This design comes from an exercise in tuning for small area, a short achievable clock period and few clock cycles on the open sky130 flow, not from production work.
No run shown here included a check of the RTL's function; only the layout flow was run.
No activity file was given, so power comes from the tool's default toggle rates.

==> flow/design.v <==
module rq_qnt_pre (
    input  wire [31:0] w,
    output wire [24:0] k         
);
    wire        s = w[31];
    wire [7:0]  e = w[30:23];
    wire [22:0] f = w[22:0];
    wire brw   = {f[6:0], 1'b0} < {f[21:15], f[14:0] != 15'd0};
    wire exact = (e == 8'd127 && f[21:0] == 22'd0) || (e == 8'd126 && f == 23'd0);
    wire nan   = (e == 8'd255) && (f != 23'd0);
    wire big   = e[7];                       
    wire tiny  = ~e[7] & ~(e[6:4] == 3'b111) & ~(e[6:0] == 7'h6f);   
    wire [1:0]  cls = (nan | tiny) ? 2'b01 : big ? 2'b10 : 2'b00;
    wire [2:0]  d   = 3'd2 + {2'b0, f[22]} + {2'b0, brw} + {2'b0, s & exact};
    wire [16:0] y   = {1'b1, f[22:7]} - {14'd0, d};
    wire [4:0]  a   = {~e[4], ~e[3:0]};      
    assign k = {s, cls, a, y};
endmodule
module rq_qnt (
    input  wire [24:0] k,
    output wire [15:0] q
);
    wire        s     = k[24];
    wire [1:0]  cls   = k[23:22];
    wire [4:0]  a     = k[21:17];
    wire [16:0] y     = k[16:0];
    wire [17:0] xs  = {s, y ^ {17{s}}};
    wire [17:0] t   = $signed(xs) >>> a;
    wire [17:0] u   = t + 18'd1;
    wire        ovf = u[17] ^ u[16];
    assign q = cls[0]         ? 16'h0000 :
               (cls[1] | ovf) ? {s, {15{~s}}} : u[16:1];
endmodule
module rq_core (
    input  wire        clk,
    input  wire        rst,         
    input  wire        cmd_valid,
    output wire        cmd_ready,
    input  wire [31:0] cmd_data,
    output reg         out_valid,
    output reg  [15:0] out_data
);
    localparam [1:0] ST_UNCONF = 2'd0, ST_READY = 2'd1, ST_ERROR = 2'd2;
    localparam [2:0] C_CFG_TARGET = 3'd1, C_CFG_RATES = 3'd2,
                     C_PROTOCOL   = 3'd3, C_ILLEGAL   = 3'd4;
    localparam integer P_HDR   = 0,    
                       P_CFG   = 1,    
                       P_PRATE = 2,    
                       P_DIV   = 3,    
                       P_CHK   = 4,    
                       P_EMIT0 = 5,    
                       P_EMIT1 = 6,    
                       P_SAMP  = 7,    
                       P_DROP  = 8;    
    reg [1:0]  state;
    reg [2:0]  cause;
    reg [30:0] trate;         
    reg [8:0]  ph;            
    reg        rdy;           
    reg        is_err;        
    reg        first;         
    reg [32:0] rreg;          
    reg [23:0] remain;        
    reg [23:0] qr;            
    reg        qz;            
    reg [4:0]  cnt;           
    reg [32:0] acc;           
    reg        s_valid;
    reg [24:0] s_data;
    assign cmd_ready = rdy;
    wire       hs   = cmd_valid & rdy;
    wire [7:0] op   = cmd_data[31:24];
    wire [23:0] len = cmd_data[23:0];
    wire [24:0] kq;
    wire [15:0] q;
    rq_qnt_pre u_pre (.w(cmd_data), .k(kq));
    rq_qnt     u_qnt (.k(s_data), .q(q));
    wire        samp  = ph[P_SAMP] | ph[P_EMIT1];
    wire        cnt_z = (cnt == 5'd0);
    wire        bit_n = qr[23];
    wire        cina  = ~first;
    wire [32:0] sum_a = acc + ~rreg + {32'd0, cina};
    wire        a_neg = sum_a[32];
    wire        x_zero = ph[P_PRATE] | ph[P_CHK] | first;
    wire        x_dbl  = ph[P_DIV] & ~first;
    wire [32:0] x_b    = x_zero ? 33'd0 : x_dbl ? {acc[31:0], 1'b0} : acc;
    wire        z_sub  = ph[P_EMIT0] | samp;
    wire        z_t    = ph[P_PRATE] | ph[P_CHK] | (ph[P_DIV] & bit_n & ~cnt_z);
    wire [32:0] z_b    = z_sub ? ~{1'b0, trate, 1'b0} : z_t ? {2'b0, trate} : 33'd0;
    wire [32:0] sum_b  = x_b + z_b + {32'd0, z_sub};
    wire        pick = acc[32] & ~qz;
    wire        rbad = rreg[31] | ~a_neg;    
    wire        ge   = ~a_neg;               
    wire        len_small = (len[23:9] == 15'd0);
    wire        hdr_ill = ~(cmd_data == 32'h0300_0000) & ~(cmd_data == 32'h0100_0000) &
                          ~(op == 8'h02) & (state != ST_ERROR);
    wire        cfg_err = (state == ST_UNCONF) & (cmd_data[31] | (cmd_data == 32'd0));
    wire        samp_hs = (ph[P_SAMP] | ph[P_EMIT1]) & hs;
    wire        acc_a   = (ph[P_DIV] & ~first & ge) | (samp_hs & pick);
    wire        acc_en  = acc_a | (ph[P_PRATE] & hs) | ph[P_DIV] | ph[P_CHK] | ph[P_EMIT0] | samp_hs;
    wire        qr_ld     = ph[P_HDR] & hs;
    wire        qr_inc_en = (ph[P_DIV] & ~first & ge) | (ph[P_CHK] & ge);
    wire        qr_shl    = ph[P_DIV] & (first | ~ge) & ~cnt_z;
    wire        qr_dec_en = samp_hs & pick;
    wire [23:0] qr_inc = qr + 24'd1;
    wire [23:0] qr_dec = qr - 24'd1;
    wire        qr_one = (qr == 24'd1);
    wire [23:0] rm_dec = remain - 24'd1;
    wire        rm_one = (remain == 24'd1);
    wire        rm_z   = (remain == 24'd0);
    reg [8:0]  nph;
    always @* begin
        nph = ph;
        if (hs & (ph[P_SAMP] | ph[P_DROP] | ph[P_EMIT1]) & rm_one) begin
            nph = 9'd0; nph[P_HDR] = 1'b1;
        end else if (ph[P_EMIT1]) begin
            nph = 9'd0;
            if (rm_z)        nph[P_HDR]  = 1'b1;
            else if (is_err) nph[P_DROP] = 1'b1;
            else             nph[P_SAMP] = 1'b1;
        end else if (ph[P_HDR] & hs) begin
            nph = 9'd0;
            if (cmd_data == 32'h0300_0000)      nph[P_HDR]   = 1'b1;
            else if (cmd_data == 32'h0100_0000) nph[P_CFG]   = 1'b1;
            else if (op == 8'h02)               nph[P_PRATE] = 1'b1;
            else if (state != ST_ERROR)         nph[P_EMIT0] = 1'b1;
            else                                nph[P_HDR]   = 1'b1;
        end else if (ph[P_CFG] & hs) begin
            nph = 9'd0;
            if (state == ST_ERROR)                              nph[P_HDR]   = 1'b1;
            else if (state == ST_READY)                         nph[P_EMIT0] = 1'b1;
            else if (cmd_data[31] || cmd_data == 32'd0)         nph[P_EMIT0] = 1'b1;
            else                                                nph[P_HDR]   = 1'b1;
        end else if (ph[P_PRATE] & hs) begin
            nph = 9'd0;
            if (state == ST_ERROR)       nph[rm_z ? P_HDR : P_DROP] = 1'b1;
            else if (state == ST_UNCONF) nph[P_EMIT0] = 1'b1;
            else                         nph[P_DIV]   = 1'b1;
        end else if (ph[P_DIV]) begin
            if (first ? rbad : (!ge && cnt_z)) begin
                nph = 9'd0;
                nph[first ? P_EMIT0 : P_CHK] = 1'b1;
            end
        end else if (ph[P_CHK]) begin
            nph = 9'd0; nph[P_EMIT0] = 1'b1;
        end else if (ph[P_EMIT0]) begin
            nph = 9'd0; nph[P_EMIT1] = 1'b1;
        end
    end
    always @(posedge clk) begin
        s_data   <= kq;
        out_data <= ph[P_EMIT0] ? (is_err ? 16'he000 : {8'h10, qr[23:16]}) :
                    ph[P_EMIT1] ? (is_err ? {13'd0, cause} : qr[15:0]) : q;
        if (rst) begin
            state     <= ST_UNCONF;
            cause     <= 3'd0;
            ph        <= 9'd1;
            rdy       <= 1'b1;
            out_valid <= 1'b0;
            s_valid   <= 1'b0;
            first     <= 1'b0;
        end else begin
            ph        <= nph;
            rdy       <= nph[P_HDR] | nph[P_CFG] | nph[P_PRATE] | nph[P_SAMP] | nph[P_DROP] |
                         (nph[P_EMIT1] & ~is_err & ~rm_z);
            out_valid <= s_valid | ph[P_EMIT0] | ph[P_EMIT1];
            if (acc_en) acc <= acc_a ? sum_a : sum_b;
            if (qr_ld | qr_inc_en | qr_shl | qr_dec_en)
                qr <= qr_ld ? (len_small ? {len[8:0], 15'd0} : len) :
                      qr_inc_en ? qr_inc : qr_shl ? {qr[22:0], 1'b0} : qr_dec;
            if (qr_ld) cnt <= len_small ? 5'd9 : 5'd24;
            else if (qr_shl) cnt <= cnt - 5'd1;
            if (ph[P_PRATE] & hs) rreg <= {cmd_data[31], cmd_data};
            else if (ph[P_EMIT0]) rreg <= {sum_a[31:0], 1'b0};    
            if (ph[P_HDR] & hs) remain <= hdr_ill ? 24'd0 : len;
            else if ((ph[P_SAMP] | ph[P_EMIT1] | ph[P_DROP]) & hs) remain <= rm_dec;
            if (ph[P_EMIT0]) qz <= (qr == 24'd0);
            else if (qr_dec_en) qz <= qr_one;
            s_valid <= samp_hs & pick;
            if (ph[P_PRATE] & hs) first <= (state == ST_READY);
            else if (ph[P_DIV]) first <= 1'b0;
            if (ph[P_HDR] & hs) begin
                if (cmd_data == 32'h0300_0000) begin
                    state <= ST_UNCONF;
                    cause <= 3'd0;
                end else if (hdr_ill) begin
                    state  <= ST_ERROR;
                    cause  <= C_ILLEGAL;
                    is_err <= 1'b1;
                end
            end
            if (ph[P_CFG] & hs & (state != ST_ERROR)) begin
                if (state == ST_READY) begin
                    state  <= ST_ERROR;
                    cause  <= C_PROTOCOL;
                    is_err <= 1'b1;
                end else if (cfg_err) begin
                    state  <= ST_ERROR;
                    cause  <= C_CFG_TARGET;
                    is_err <= 1'b1;
                end else begin
                    trate <= cmd_data[30:0];
                    state <= ST_READY;
                end
            end
            if (ph[P_PRATE] & hs) begin
                if (state == ST_UNCONF) begin
                    state  <= ST_ERROR;
                    cause  <= C_PROTOCOL;
                    is_err <= 1'b1;
                end else if (state == ST_READY) begin
                    is_err <= 1'b0;
                end
            end
            if (ph[P_DIV] & first & rbad) begin
                state  <= ST_ERROR;
                cause  <= C_CFG_RATES;
                is_err <= 1'b1;
            end
        end
    end
endmodule
==> flow/flow/run.sh <==
#!/bin/bash
# Standard layout, with timing repair aimed below the clock period:
# repair_timing works to a setup slack of SETUP_SLACK_MARGIN ns.
set -euo pipefail
export SETUP_SLACK_MARGIN=8
bash standard.sh > standard_flow.log 2>&1
==> flow/standard.sh <==
#!/bin/bash
# synth_recipe.tcl (not shown) runs the flow's synth.tcl, then flattens the netlist and writes it again
# the make line also repeats each setting of config.mk as NAME=value (left out here)
make -C /OpenROAD-flow-scripts/flow DESIGN_CONFIG=/design/flow/config.mk WORK_HOME=/design/flow/orfs CLKGATE_MAP_FILE= SYNTH_SCRIPT=/design/flow/synth_recipe.tcl "${@:-finish}"
==> flow/config.mk <==
export PLATFORM = sky130hd
export DESIGN_NAME = rq_core
export DESIGN_NICKNAME = rq_core
export VERILOG_FILES = /design/flow/design.v
export SDC_FILE = /design/flow/constraint.sdc
export NUM_CORES = 4
export LEC_CHECK = 0
export CAP_MARGIN = 20
export CORE_MARGIN = 2
export CORE_UTILIZATION = 40
export SLEW_MARGIN = 20
==> flow/constraint.sdc <==
create_clock -name core_clock -period 12.0 [get_ports {clk}]
set_input_delay 2.4000 -clock core_clock [delete_from_list [all_inputs] [get_ports {clk}]]
set_output_delay 2.4000 -clock core_clock [all_outputs]
set_load 0.01 [all_outputs]
==> impl_metrics.tcl, run 1 <==
set metrics [dict create \
    layoutNonFillerInstCount 2744 \
    ir_worst_vdd_mv 0.120 \
    hold-worst-slack_ps 484 \
    maxSlewViolCount 0 \
    tritoncts "done" \
    syn_area_mm2 0.0173 \
    gp_congestion 0.948 \
    hp-class "reg2reg" \
    initial_core_util_pct 40.3 \
    synth-edff-count 152 \
    dp_hpwl_um 42400 \
    synthFlopType "edfxtp_1" \
    cts_htree_levels 1 \
    die_w_um 212 \
    vias_per_cell 6.34 \
    syn_avg_cell_area_um2 8.48 \
    crit_path_end_kind "flop" \
    synthArstFlopShare_pct 0 \
    drc 0 \
    multi_input_area_mm2 0.0125 \
    grt.total_usage_pct 28.1 \
    grt_setup_unrepaired "yes" \
    final_antenna_net_count 0 \
    yosysSeqAreaShare_pct 33.3 \
    worstHoldPathCells 2 \
    hold_violations 0 \
    core-area_mm2 0.0428 \
    via_count 17388 \
    worstReg2RegStart "cnt[2]" \
    outcome "complete, no violations" \
    routedWlPerCell_um 24.2 \
    reg2reg_to "acc[30]" \
    critPathKind "in2reg" \
    p_leak_nw 8.67 \
    regToRegSetupSlack_ps 7640 \
    port_buffers 52 \
    netlist_instances 2036 \
    worst_slack_ps 7310 \
    yosys.area.top_type_share_pct 26.4 \
    synth.distinct_cells 106 \
    holdPathEnd "out_valid" \
    firstDrtPassIters 6 \
    rr_worst_depth 19 \
    fin_util_pct 53.6 \
    first_iter_violations 1663 \
    cts.sink_count 211 \
    crit_start "cmd_data[0]" \
    clkLatencyLatePin_ps 590 \
    crit_required_ps 12470 \
    die-area_mm2 0.0448 \
    die_h_um 212 \
    synth_most_common_cell "nand2_1" \
    placedInstanceArea_mm2 0.0182 \
    setup_tns_ps 0 \
    antenna_found_initial 0 \
    yosys.area.top_type "edfxtp_1" \
    clk_path_buf_depth 3 \
    synthTopCellsByArea "edfxtp_1 26%, dfxtp_1 6.8%, ha_1 6.1%" \
    synthesis.nets 2160 \
    cts.clk_slew.worst_paths_ps 60 \
    period_needed_ps 4690 \
    cp-start-kind "input pin" \
    diodes 0 \
    grt_pass1_wl_um 97300 \
    grt_max_degree 69 \
    netlist_top_cells_count "237 x nand2_1, 179 x nor2_1, 152 x edfxtp_1, 151 x o21ai_0, 125 x a21oi_1" \
    fin_skew_ps 26.3 \
    worstPathArrival_ps 5160 \
    ys_seq_elements 211 \
    finalSetupViolations 0 \
    cts_made_buffers 26 \
    hp-start "s_valid" \
    stdcell_area_mm2 0.0229 \
    nets 2302 \
    dpl.cell_count 2531 \
    p_per_area_mw_per_mm2 126 \
    area_growth_pct 32.9 \
    preCtsSetupSlack_ps 5790 \
    yosys_warnings 1 \
    boundaryPins 53 \
    total_power_mw 2.89 \
    nFillCells 3785 \
    rows 76 \
    cts-root-buf "clkbuf_16" \
    drv_cap 0 \
    overflow 0 \
    timing.final.crit_share_pct 39.1 \
    relSlewSlack_pct 29.1 \
    fmax_mhz 213 \
    tightest_slew_ps 1060 \
    drt_wl_total_um 66400 \
    grt_pass1_vias 16543 \
    drive_gt1_share_pct 27.2 \
    seqCellArea_mm2 0.00575 \
    cp_max_fo 6 \
]
-- metal layers --
| layer | share of wire, % | track usage [%] |
|---|---|---|
| met2 | 46 | 45.0 |
| met4 | 5.1 | 13.0 |
| met3 | 8.2 | 3.98 |
| met1 | 41 | 37.6 |
| met5 | 0 | 0 |
-- flip-flops by register name, indices dropped and copies added, names as in the netlist --
| name | count |
|---|---|
| s_valid | 1 |
| rreg | 33 |
| out_data | 16 |
| cause | 3 |
| state | 2 |
| rdy | 1 |
| ph | 9 |
| acc | 33 |
| qr | 24 |
| out_valid | 1 |
| qz | 1 |
| trate | 31 |
| cnt | 5 |
| remain | 24 |
| s_data | 25 |
| first | 1 |
| is_err | 1 |
-- layout by cell type (no fill, tap or decap), types with 57 or more instances in the layout --
cell type  instances
nand2_1          213
xnor2_1           88
a21oi_1           92
buf_6             57
buf_4             96
nor2_1           159
o21ai_0           95
edfxtp_1         152
ha_1              70
inv_1             93
-- worst max-delay path, stage by stage --
cell and delay [ps]:
buf_12 120, ha_4 230, a31o_4 210, a21o_1 170, a21oi_2 110, nor2b_1 50
o21ai_1 130, nand2b_1 70, a21o_1 160, a21oi_2 150, fa_2 210, inv_2 40
ha_4 150, buf_6 110, a211oi_4 340, nand3_2 130, or3_1 350
-- layout make-up --
cell class                      instances  share of cell area (%)
Clock buffer                           27                    2.90
Inverter                              103                    1.76
Clock inverter                         21                    1.39
Tap cell                              546                    2.98
Timing Repair inverter                  1                  0.0218
Multi-Input combinational cell       1603                    54.5
Timing Repair Buffer                  232                    11.4
Sequential cell                       211                    25.1
-- cells by family (layout without fill, tap and decap cells) --
| logic type | count (synthesis) | after routing | share of synthesized area [%] |
|---|---|---|---|
| compound gates | 606 | 610 | 23.4 |
| simple gates | 716 | 719 | 20.2 |
| buf+inv | 229 | 384 | 5.63 |
| xor+xnor | 124 | 124 | 6.29 |
| flops | 211 | 211 | 33.3 |
| fa+ha+maj | 90 | 90 | 6.73 |
| mux | 60 | 60 | 4.47 |
-- repair_timing --
item                       CTS  global route
cloned                      16             8
setup endpoints to repair  216           229
setup buffers               97            44
hold endpoints to repair     0             0
pin swaps                  148           135
hold buffers                 0             0
gates resized for setup    437           226
-- how the worst max path moves through the flow --
stage	endpoint	slack, ps
finish	s_data[16]	7310
floorplan	s_data[13]	6800
global route	s_data[16]	7120
global placement	s_data[13]	5880
detailed placement	s_data[13]	5790
CTS	s_data[7]	7280
-- power by group --
part	leakage (nW)	switching [mW]	total (mW)	internal [mW]
registers	1.88	0.0848	0.967	0.883
clock network	0.462	0.369	0.910	0.541
logic	6.33	0.578	1.02	0.439
==> inputs of run 2 (changes only) <==
--- a/flow/flow/run.sh
+++ b/flow/flow/run.sh
@@ -4,3 +4,3 @@
 set -euo pipefail
-export SETUP_SLACK_MARGIN=8
+export SETUP_SLACK_MARGIN=6
 bash standard.sh > standard_flow.log 2>&1
==> impl_metrics.tcl, run 2 <==
set metrics [dict create \
    outcome "complete, no violations" \
    grt.total_usage_pct 25.3 \
    fmax_mhz 174 \
    via_count 15859 \
    yosys_warnings 1 \
    stdcell_area_mm2 0.0192 \
    p_clk_share_pct 34.0 \
    antenna_found_initial 1 \
    setup_tns_ps 0 \
    port_buffers 52 \
    worstReg2RegStart "ph[5]" \
    postCtsHoldBufs 0 \
    worstHoldPathCells 2 \
    p_sw_mw 0.891 \
    hold-worst-slack_ps 500 \
    regToRegSetupSlack_ps 6470 \
    cts-root-buf "clkbuf_16" \
    synth_most_common_cell "nand2_1" \
    cts_made_buffers 26 \
    swShare_pct 34.0 \
    crit_required_ps 12490 \
    holdPathEnd "out_valid" \
    relSlewSlack_pct 40.4 \
    syn_avg_cell_area_um2 8.48 \
    grt_setup_unrepaired "no" \
    dp_hpwl_um 41900 \
    dpl.cell_count 2535 \
    cp-start-kind "input pin" \
    rr_worst_depth 18 \
    timing.final.crit_share_pct 47.9 \
    diodes 0 \
    postCtsSetupBuffers 0 \
    drc 0 \
    worst_slack_ps 6260 \
    die-area_mm2 0.0448 \
    drive_gt1_share_pct 7.90 \
    yosysSeqAreaShare_pct 33.3 \
    period_needed_ps 5740 \
    core-area_mm2 0.0428 \
    clkLatencyLatePin_ps 590 \
    rows 76 \
    routedWlPerCell_um 22.2 \
    worstPathCellList "clkdlybuf4s50_1 -> nor2_1 -> and4_1 -> a31o_2 -> a21o_1 -> a21oi_1 -> nor2b_1 -> o21ai_0 -> nand2b_1 -> a21o_1 -> a21oi_1 -> fa_1 -> inv_1 -> ha_1 -> fa_1 -> nor2_1 -> nand2_1 -> nor4_2 -> xnor2_1" \
    grt_max_degree 74 \
    hold_violations 0 \
    cts-resized-gates 0 \
    cts.clk_slew.worst_paths_ps 70 \
    synthFlopType "edfxtp_1" \
    reg2reg_to "acc[32]" \
    cts_htree_levels 1 \
    hp-class "reg2reg" \
    nFillCells 4152 \
    tritoncts "done" \
    maxSlewViolCount 0 \
    ys_seq_elements 211 \
    die_w_um 212 \
    drv_cap 0 \
    synth.distinct_cells 106 \
    p_leak_nw 7.26 \
    gp_congestion 0.936 \
    hp-start "s_valid" \
    placedInstanceArea_mm2 0.0181 \
    power_frac_seq_pct 36.8 \
    layoutNonFillerInstCount 2583 \
    cts.sink_count 211 \
    final_antenna_net_count 0 \
    crit_path_end_kind "flop" \
    synthArstFlopShare_pct 0 \
    synthTopCellsByArea "edfxtp_1 26%, dfxtp_1 6.8%, ha_1 6.1%" \
    reg_top3 "acc: 33 flops, rreg: 33 flops, trate: 31 flops" \
    grt_pass1_vias 14844 \
    area_growth_pct 11.1 \
    final_cell_mix "237 x nand2_1, 177 x nor2_1, 152 x edfxtp_1, 151 x o21ai_0, 123 x a21oi_1" \
    ir_worst_vdd_mv 0.0985 \
    cp_max_fo 6 \
    combPwrFrac_pct 29.3 \
    first_iter_violations 1672 \
    yosys.area.top_type "edfxtp_1" \
    preCtsSetupSlack_ps 5490 \
    drt_wl_total_um 57300 \
    p_int_mw 1.73 \
    layout_commonest_cell "nand2_1" \
    die_h_um 212 \
    synthesis.nets 2160 \
    finalSetupViolations 0 \
    netlist_top_cells_count "237 x nand2_1, 179 x nor2_1, 152 x edfxtp_1, 151 x o21ai_0, 125 x a21oi_1" \
    netlist_instances 2036 \
    synth-edff-count 152 \
    syn_area_mm2 0.0173 \
    clk_path_buf_depth 3 \
    cpPeakStageDelay_ps 690 \
    nets 2141 \
    fin_skew_ps 34.5 \
    tightest_slew_ps 891 \
    critical-path-slowest-cell "clkdlybuf4s50_1" \
    worstPathArrival_ps 6230 \
    vias_per_cell 6.14 \
    initial_core_util_pct 40.3 \
    firstDrtPassIters 5 \
    grt_pass1_wl_um 87700 \
    yosys.area.top_type_share_pct 26.4 \
    p_per_area_mw_per_mm2 137 \
    critPathKind "in2reg" \
    boundaryPins 53 \
    overflow 0 \
]
==> run 2: cell counts after synthesis <==
Identical to the previous run, type by type.
==> run 2: kinds of logic (layout without fill, tap and decap cells) <==
logic type | Yosys count | after routing | share of synthesized area [%]
and+or+nand+nor | 716 | 716 | 20.2
AOI/OAI and AO/OA | 606 | 606 | 23.4
buffers and inverters | 229 | 230 | 5.63
DFF | 211 | 211 | 33.3
xor gates and xnor gates | 124 | 124 | 6.29
adders and majority gates | 90 | 90 | 6.73
muxes | 60 | 60 | 4.47
==> run 2: layer usage <==
metal	share of wire, %	routed length, um	track usage [%]	vias up
met2	45	25800	40.1	657
met3	7.4	4230	3.58	120
met1	44	25100	35.2	7573
met5	0	0	0	-
met4	3.9	2220	9.13	0
li1	-	-	-	7509
==> run 2: area by class of cell <==
class	count	area, um2	area share, %
sequential	211	5750	30.0
clock buffer	39	887	4.63
timing repair buffer	79	741	3.86
tap	546	683	3.56
multi-input combinational	1596	10600	55.4
inverter	103	387	2.02
clock inverter	9	100	0.522
==> run 2: how the worst max path moves through the flow <==
stage | startpoint | slack, ps | to
after floorplan | cmd_data[10] | 6530 | s_data[13]
after global placement | cmd_data[10] | 5600 | s_data[16]
after detailed placement | cmd_data[10] | 5490 | s_data[16]
after CTS | cmd_data[10] | 6110 | s_data[16]
after global routing | cmd_data[8] | 6010 | s_data[13]
final | cmd_data[8] | 6260 | s_data[13]
==> run 2: metrics by stage <==
step	util [%]	total power [mW]
6_report	44.8	2.62
5_1_grt	44.8	2.74
3_3_place_gp	42.4	1.72
2_1_floorplan	-	1.50
4_1_cts	44.7	2.62
3_5_place_dp	42.4	1.73
==> run 2: critical path: cells and delay by family <==
kind                       cells  cell delay (ps)
xor gates and xnor gates       1              150
adders and majority gates      3              830
AOI/OAI and AO/OA              6             1060
and+or+nand+nor                7             1060
buffers and inverters          2              730
==> run 2: power groups by stage <==
stage               Sequential, mW  Clock (mW)  Combinational (mW)
detailed placement           0.974           0               0.752
CTS                          0.960       0.899               0.757
finish                       0.963       0.889               0.766
global route                 0.970       0.926               0.843
floorplan                    0.931           0               0.565
global placement             0.974           0               0.742
==> inputs of run 3 (changes only) <==
--- a/flow/design.v
+++ b/flow/design.v
@@ -13,4 +13,6 @@
     wire [1:0]  cls = (nan | tiny) ? 2'b01 : big ? 2'b10 : 2'b00;
-    wire [2:0]  d   = 3'd2 + {2'b0, f[22]} + {2'b0, brw} + {2'b0, s & exact};
-    wire [16:0] y   = {1'b1, f[22:7]} - {14'd0, d};
+    wire        xb  = brw | (s & exact);
+    wire [16:0] y0  = {1'b1, f[22:7]} - {15'd1, f[22]};
+    wire [16:0] y1  = {1'b1, f[22:7]} - {14'd0, f[22], ~f[22], ~f[22]};
+    wire [16:0] y   = xb ? y1 : y0;
     wire [4:0]  a   = {~e[4], ~e[3:0]};      
@@ -66,2 +68,3 @@
     reg [4:0]  cnt;           
+    reg        cz;            
     reg [32:0] acc;           
@@ -78,6 +81,7 @@
     wire        samp  = ph[P_SAMP] | ph[P_EMIT1];
-    wire        cnt_z = (cnt == 5'd0);
+    wire        cnt_z = cz;
     wire        bit_n = qr[23];
     wire        cina  = ~first;
-    wire [32:0] sum_a = acc + ~rreg + {32'd0, cina};
+    wire [33:0] sa2   = {acc, 1'b1} + {~rreg, cina};
+    wire [32:0] sum_a = sa2[33:1];
     wire        a_neg = sum_a[32];
@@ -89,3 +93,4 @@
     wire [32:0] z_b    = z_sub ? ~{1'b0, trate, 1'b0} : z_t ? {2'b0, trate} : 33'd0;
-    wire [32:0] sum_b  = x_b + z_b + {32'd0, z_sub};
+    wire [33:0] sb2    = {x_b, 1'b1} + {z_b, z_sub};
+    wire [32:0] sum_b  = sb2[33:1];
     wire        pick = acc[32] & ~qz;
@@ -170,4 +175,9 @@
                       qr_inc_en ? qr_inc : qr_shl ? {qr[22:0], 1'b0} : qr_dec;
-            if (qr_ld) cnt <= len_small ? 5'd9 : 5'd24;
-            else if (qr_shl) cnt <= cnt - 5'd1;
+            if (qr_ld) begin
+                cnt <= len_small ? 5'd9 : 5'd24;
+                cz  <= 1'b0;
+            end else if (qr_shl) begin
+                cnt <= cnt - 5'd1;
+                cz  <= (cnt == 5'd1);
+            end
             if (ph[P_PRATE] & hs) rreg <= {cmd_data[31], cmd_data};
--- a/flow/flow/run.sh
+++ b/flow/flow/run.sh
@@ -4,3 +4,3 @@
 set -euo pipefail
-export SETUP_SLACK_MARGIN=6
+export SETUP_SLACK_MARGIN=8
 bash standard.sh > standard_flow.log 2>&1
==> impl_metrics.tcl, run 3 <==
set metrics [dict create \
    worstReg2RegStart "ph[3]" \
    cts_htree_levels 1 \
    final_antenna_net_count 0 \
    layoutNonFillerInstCount 2605 \
    synth_most_common_cell "nand2_1" \
    cts-root-buf "clkbuf_16" \
    synth-edff-count 153 \
    grt_max_degree 71 \
    maxSlewViolCount 0 \
    area_growth_pct 27.4 \
    crit_path_end_kind "flop" \
    initial_core_util_pct 40.5 \
    dp_hpwl_um 39300 \
    rows 74 \
    grt.total_usage_pct 25.3 \
    setup_tns_ps 0 \
    grt_pass1_wl_um 87000 \
    period_needed_ps 4850 \
    core-area_mm2 0.0409 \
    postCtsHoldBufs 0 \
    cp-start-kind "input pin" \
    tritoncts "done" \
    worstPathArrival_ps 5300 \
    die_w_um 208 \
    die-area_mm2 0.0431 \
    clkLatencyLatePin_ps 580 \
    cp_max_fo 4 \
    hp-class "reg2reg" \
    hold-worst-slack_ps 477 \
    layout_commonest_cell "nand2_1" \
    first_iter_violations 1761 \
    die_h_um 208 \
    grt_pass1_vias 14983 \
    via_count 15935 \
    reg2reg_to "acc[25]" \
    yosys.area.top_type "edfxtp_1" \
    drive_gt1_share_pct 23.2 \
    fmax_mhz 206 \
    syn_area_mm2 0.0166 \
    grt_setup_unrepaired "yes" \
    rr_worst_depth 21 \
    syn_avg_cell_area_um2 8.56 \
    dpl.cell_count 2425 \
    finalSetupViolations 0 \
    routedWlPerCell_um 22.6 \
    outcome "complete, no violations" \
    nets 2174 \
    regToRegSetupSlack_ps 7700 \
    yosys_warnings 1 \
    port_buffers 52 \
    timing.final.crit_share_pct 40.4 \
    ys_seq_elements 212 \
    critPathKind "in2reg" \
    boundaryPins 53 \
    total_power_mw 3.03 \
    drt_wl_total_um 59000 \
    overflow 0 \
    tightest_slew_ps 933 \
    diodes 0 \
    final_cell_mix "195 x nand2_1, 159 x nor2_1, 153 x edfxtp_1, 102 x buf_4, 98 x a21oi_1" \
    cts.sink_count 212 \
    fin_skew_ps 25.1 \
    cts_made_buffers 27 \
    critPathCapture "s_data[14]" \
    clk_path_buf_depth 3 \
    synthFlopType "edfxtp_1" \
    antenna_found_initial 0 \
    synthesis.nets 2060 \
    crit_required_ps 12460 \
    netlist_top_cells_count "213 x nand2_1, 165 x nor2_1, 153 x edfxtp_1, 129 x o21ai_0, 117 x a21oi_1" \
    vias_per_cell 6.12 \
    gp_congestion 0.900 \
    synthArstFlopShare_pct 0 \
    synth.distinct_cells 88 \
    reg_top3 "acc: 33 flops, rreg: 33 flops, trate: 31 flops" \
    yosysSeqAreaShare_pct 34.8 \
    drc 0 \
    firstDrtPassIters 5 \
    drv_cap 0 \
    ir_worst_vdd_mv 0.110 \
    synthTopCellsByArea "edfxtp_1 28%, dfxtp_1 7.1%, ha_1 6.4%" \
    crit_start "cmd_data[10]" \
    netlist_instances 1938 \
    p_leak_nw 8.04 \
    yosys.area.top_type_share_pct 27.7 \
    p_per_area_mw_per_mm2 144 \
    hold_violations 0 \
    relSlewSlack_pct 37.8 \
    cts.clk_slew.worst_paths_ps 60 \
]
run 3: critical path, stage by stage:
cell and delay (ps):
buf_12 110, nor4_4 290, nand4_1 190, o21bai_1 190, a21o_1 130, a21o_1 100
a21o_1 100, a21o_1 130, a21oi_2 50, nor2b_1 110, o21ai_1 80, ha_2 330
ha_4 130, inv_2 40, fa_2 370, nand2_2 90, and3_4 200, and3_4 200
xnor2_2 60
run 3: kinds of logic after synthesis:
| group | share of synthesized area, % |
|---|---|
| adder cells (fa/ha/maj) | 6.71 |
| flip-flops | 34.8 |
| buffers and inverters | 4.99 |
| multiplexers | 4.98 |
| XOR/XNOR | 6.97 |
| AO/OA/AOI/OAI | 21.7 |
| AND/OR/NAND/NOR | 19.8 |
run 3: timing repair:
item,in CTS,in global routing
gates cloned,8,8
gates resized for setup,290,176
pin swaps,51,87
endpoints found under the setup margin,243,166
buffers inserted,62,52
run 3: cell type report:
class,instances,area [um2]
clock buffers,33,729
clock inverters,17,133
fillers,3798,19800
inverters,89,354
multi-input cells,1522,11300
flip-flops and latches,212,5800
well taps,532,666
repair buffers,200,2160
run 3: routing by layer:
metal	share of wire (%)	vias up	GRT usage (%)	wire length (um)
met5	0	-	0	0
met4	3.8	0	10.2	2270
met3	6.6	118	3.19	3920
met2	47	624	40.9	27500
met1	43	7779	34.3	25300
li1	-	7414	-	-
run 3: per-stage QoR:
step | util (%) | instance area [um2] | worst slack [ps]
after floorplan | - | 17000 | 6850
after global placement | 43.3 | 17700 | 5900
after detailed placement | 43.3 | 17700 | 5840
after CTS | 48.4 | 19800 | 7270
after global routing | 51.7 | 21100 | 7030
final | 51.7 | 21100 | 7150
run 3: worst min-delay path by stage:
stage | startpoint | to | slack (ps) | cells after the start
global placement | s_valid | out_valid | 460 | 2
finish | s_valid | out_valid | 480 | 2
CTS | s_valid | out_valid | 480 | 2
detailed placement | s_valid | out_valid | 460 | 2
global route | cause[2] | cause[2] | 530 | 2
floorplan | s_valid | out_valid | 420 | 2
run 3: report_power, final:
| part | switching, mW | internal [mW] | leakage (nW) |
|---|---|---|---|
| sequential | 0.0991 | 0.925 | 1.89 |
| clock | 0.351 | 0.457 | 0.435 |
| combinational | 0.671 | 0.532 | 5.71 |
| total | 1.12 | 1.91 | 8.04 |
==> inputs of run 4 (changes only) <==
==> flow/flow/run.sh (replaced) <==
#!/bin/bash
# Standard layout without the full/half-adder cell mapping in synthesis,
# and with timing repair aimed below the clock period (setup slack target
# SETUP_SLACK_MARGIN ns).
set -euo pipefail
export SETUP_SLACK_MARGIN=8
export ADDER_MAP_FILE=
bash standard.sh > standard_flow.log 2>&1
==> impl_metrics.tcl, run 4 <==
set metrics [dict create \
    yosys_warnings 1 \
    clkLatencyLatePin_ps 550 \
    synthesis.nets 1877 \
    timing.final.crit_share_pct 42.3 \
    layout_commonest_cell "nand2_1" \
    clk_path_buf_depth 3 \
    setup_tns_ps 0 \
    ir_worst_vdd_mv 0.157 \
    overflow 0 \
    antenna_found_initial 0 \
    core-area_mm2 0.0395 \
    cts_made_buffers 26 \
    hold_violations 0 \
    boundaryPins 53 \
    outcome "complete, no violations" \
    crit_start "cmd_data[17]" \
    critPathKind "in2reg" \
    die_h_um 204 \
    synthArstFlopShare_pct 0 \
    p_per_area_mw_per_mm2 127 \
    grt_setup_unrepaired "yes" \
    rows 73 \
    layoutNonFillerInstCount 2511 \
    total_power_mw 2.58 \
    hp-start "cause[0]" \
    reg_top3 "acc: 33 flops, rreg: 33 flops, trate: 31 flops" \
    yosys.area.top_type "edfxtp_1" \
    nFillCells 3592 \
    grt_pass1_wl_um 82800 \
    nets 2001 \
    syn_area_mm2 0.0159 \
    synthTopCellsByArea "edfxtp_1 29%, dfxtp_1 7.4%, xnor2_1 6.3%" \
    synth-edff-count 153 \
    holdPathEnd "cause[0]" \
    rr_worst_depth 14 \
    dpl.cell_count 2326 \
    grt.total_usage_pct 25.7 \
    drive_gt1_share_pct 23.4 \
    postCtsHoldBufs 0 \
    final_antenna_net_count 0 \
    firstDrtPassIters 7 \
    initial_core_util_pct 40.3 \
    syn_avg_cell_area_um2 8.65 \
    first_iter_violations 1691 \
    cts_htree_levels 1 \
    port_buffers 52 \
    worstReg2RegStart "ph[5]" \
    yosys.area.top_type_share_pct 28.8 \
    synthFlopType "edfxtp_1" \
    p_leak_nw 7.41 \
    drc 0 \
    crit_path_end_kind "flop" \
    die-area_mm2 0.0414 \
    finalSetupViolations 0 \
    hp-class "reg2reg" \
    ys_seq_elements 212 \
    worstPathArrival_ps 5560 \
    maxSlewViolCount 0 \
    cts-root-buf "clkbuf_16" \
    drt_wl_total_um 55400 \
    gp_congestion 0.914 \
    worst_slack_ps 6920 \
    multi_input_area_mm2 0.0105 \
    area_growth_pct 27.4 \
    grt_pass1_vias 14256 \
    fin_util_pct 51.3 \
    netlist_instances 1842 \
    regToRegSetupSlack_ps 7860 \
    fin_skew_ps 10.5 \
    via_count 15129 \
    cp-start-kind "input pin" \
    period_needed_ps 5080 \
    preCtsSetupSlack_ps 5570 \
    tritoncts "done" \
    grt_max_degree 63 \
    seqCellArea_mm2 0.00580 \
    yosysSeqAreaShare_pct 36.3 \
    synth_most_common_cell "nor2_1" \
    fmax_mhz 197 \
    cts.clk_slew.worst_paths_ps 60 \
    netlist_top_cells_count "183 x nor2_1, 178 x nand2_1, 153 x edfxtp_1, 128 x o21ai_0" \
    crit_required_ps 12480 \
    synth.distinct_cells 104 \
    diodes 0 \
    drv_cap 0 \
    cts.sink_count 212 \
    cp_max_fo 7 \
    final_cell_mix "169 x nand2_1, 166 x nor2_1, 153 x edfxtp_1, 108 x buf_4, 107 x xnor2_1" \
    die_w_um 204 \
    dp_hpwl_um 36500 \
    worstHoldPathCells 2 \
    relSlewSlack_pct 35.5 \
    tightest_slew_ps 961 \
    routedWlPerCell_um 22.1 \
    vias_per_cell 6.03 \
    reg2reg_to "acc[32]" \
]
run 4: where the power goes:
part | leakage [nW] | total [mW] | internal, mW | switching [mW]
Sequential | 1.89 | 0.945 | 0.875 | 0.0704
Clock | 0.473 | 0.880 | 0.549 | 0.332
Combinational | 5.04 | 0.755 | 0.332 | 0.423
run 4: logic make-up after synthesis:
kind of cell	Yosys count	share of synthesized area [%]
muxes	82	5.97
DFF	212	36.3
xor gates and xnor gates	174	9.65
buffers and inverters	177	4.63
adders and majority gates	39	2.48
AOI/OAI and AO/OA	503	20.8
and+or+nand+nor	655	20.2
run 4: repair_timing:
action / in CTS / in global routing
buffers inserted: 75 / 49
pin swaps: 64 / 75
endpoints found under the setup margin: 289 / 216
gates cloned: 11 / 2
gates resized for setup: 200 / 185
run 4: layout make-up:
class	count	area share, %
clock buffers	33	3.70
clock inverters	15	0.993
inverters	61	1.13
multi-input cells	1456	51.9
flip-flops and latches	212	28.6
well taps	525	3.24
repair buffers	209	10.5
run 4: how the worst max path moves through the flow:
stage                  to  depth (start not counted)
2_1_floorplan  s_data[14]                         11
3_3_place_gp   s_data[14]                         11
3_5_place_dp   s_data[14]                         11
4_1_cts        s_data[14]                         12
5_1_grt         s_data[7]                         12
6_report       s_data[14]                         12
run 4: routing by layer:
metal / track usage (%) / share of wire [%]
met1: 34.6 / 42
met2: 42.4 / 47
met3: 3.26 / 7.2
met4: 8.94 / 3.5
met5: 0 / 0
run 4: critical path: stages:
cell and delay [ps]:
buf_12 110, or4_4 520, or3_4 390, or3_4 340, or2_4 300, nor4_4 190
nor2_4 60, maj3_2 350, a2111o_1 420, buf_12 160, nor3_4 170, xor2_1 150
run 4: per-stage QoR:
step	instance area, um2	hold slack, ps
after detailed placement	16900	485
after global placement	16900	485
after floorplan	16100	415
after global routing	20300	530
final	20300	503
after CTS	19300	502

==> re-timing with driven ports <==
The flow's constraints put no driver on any port. The routed layouts listed below were extracted and timed again, unchanged, in two steps.
Step 1, drivers: a clkbuf_16 drives clk and a buf_2 each remaining input, both assumed.
Step 2 also shifts input and output timing later by t, the mid clock arrival at the registers, as if the neighbouring blocks saw the same clock.
Slacks: ideal / step 1 / step 2; pairs: ideal / step 1.
run | t, ns | setup WS [ns] | hold slack, ns | worst setup path after step 2 | cell pins on the clock port's net
run 1 | 0.628 | 7.308 / 7.302 / 6.674 | 0.484 / 0.484 / 0.484 | input to register | 1
run 2 | 0.623 | 6.256 / 6.282 / 5.659 | 0.500 / 0.500 / 0.500 | input to register | 1
run 3 | 0.622 | 7.153 / 7.161 / 6.539 | 0.477 / 0.477 / 0.477 | input to register | 1
run 4 | 0.599 | 6.924 / 6.929 / 6.330 | 0.503 / 0.503 / 0.503 | input to register | 1
After both steps setup and hold are still met in every run listed. The setup slack of run 1, which loses most, moves by -0.006 ns with the drivers and by -0.634 ns with both steps.
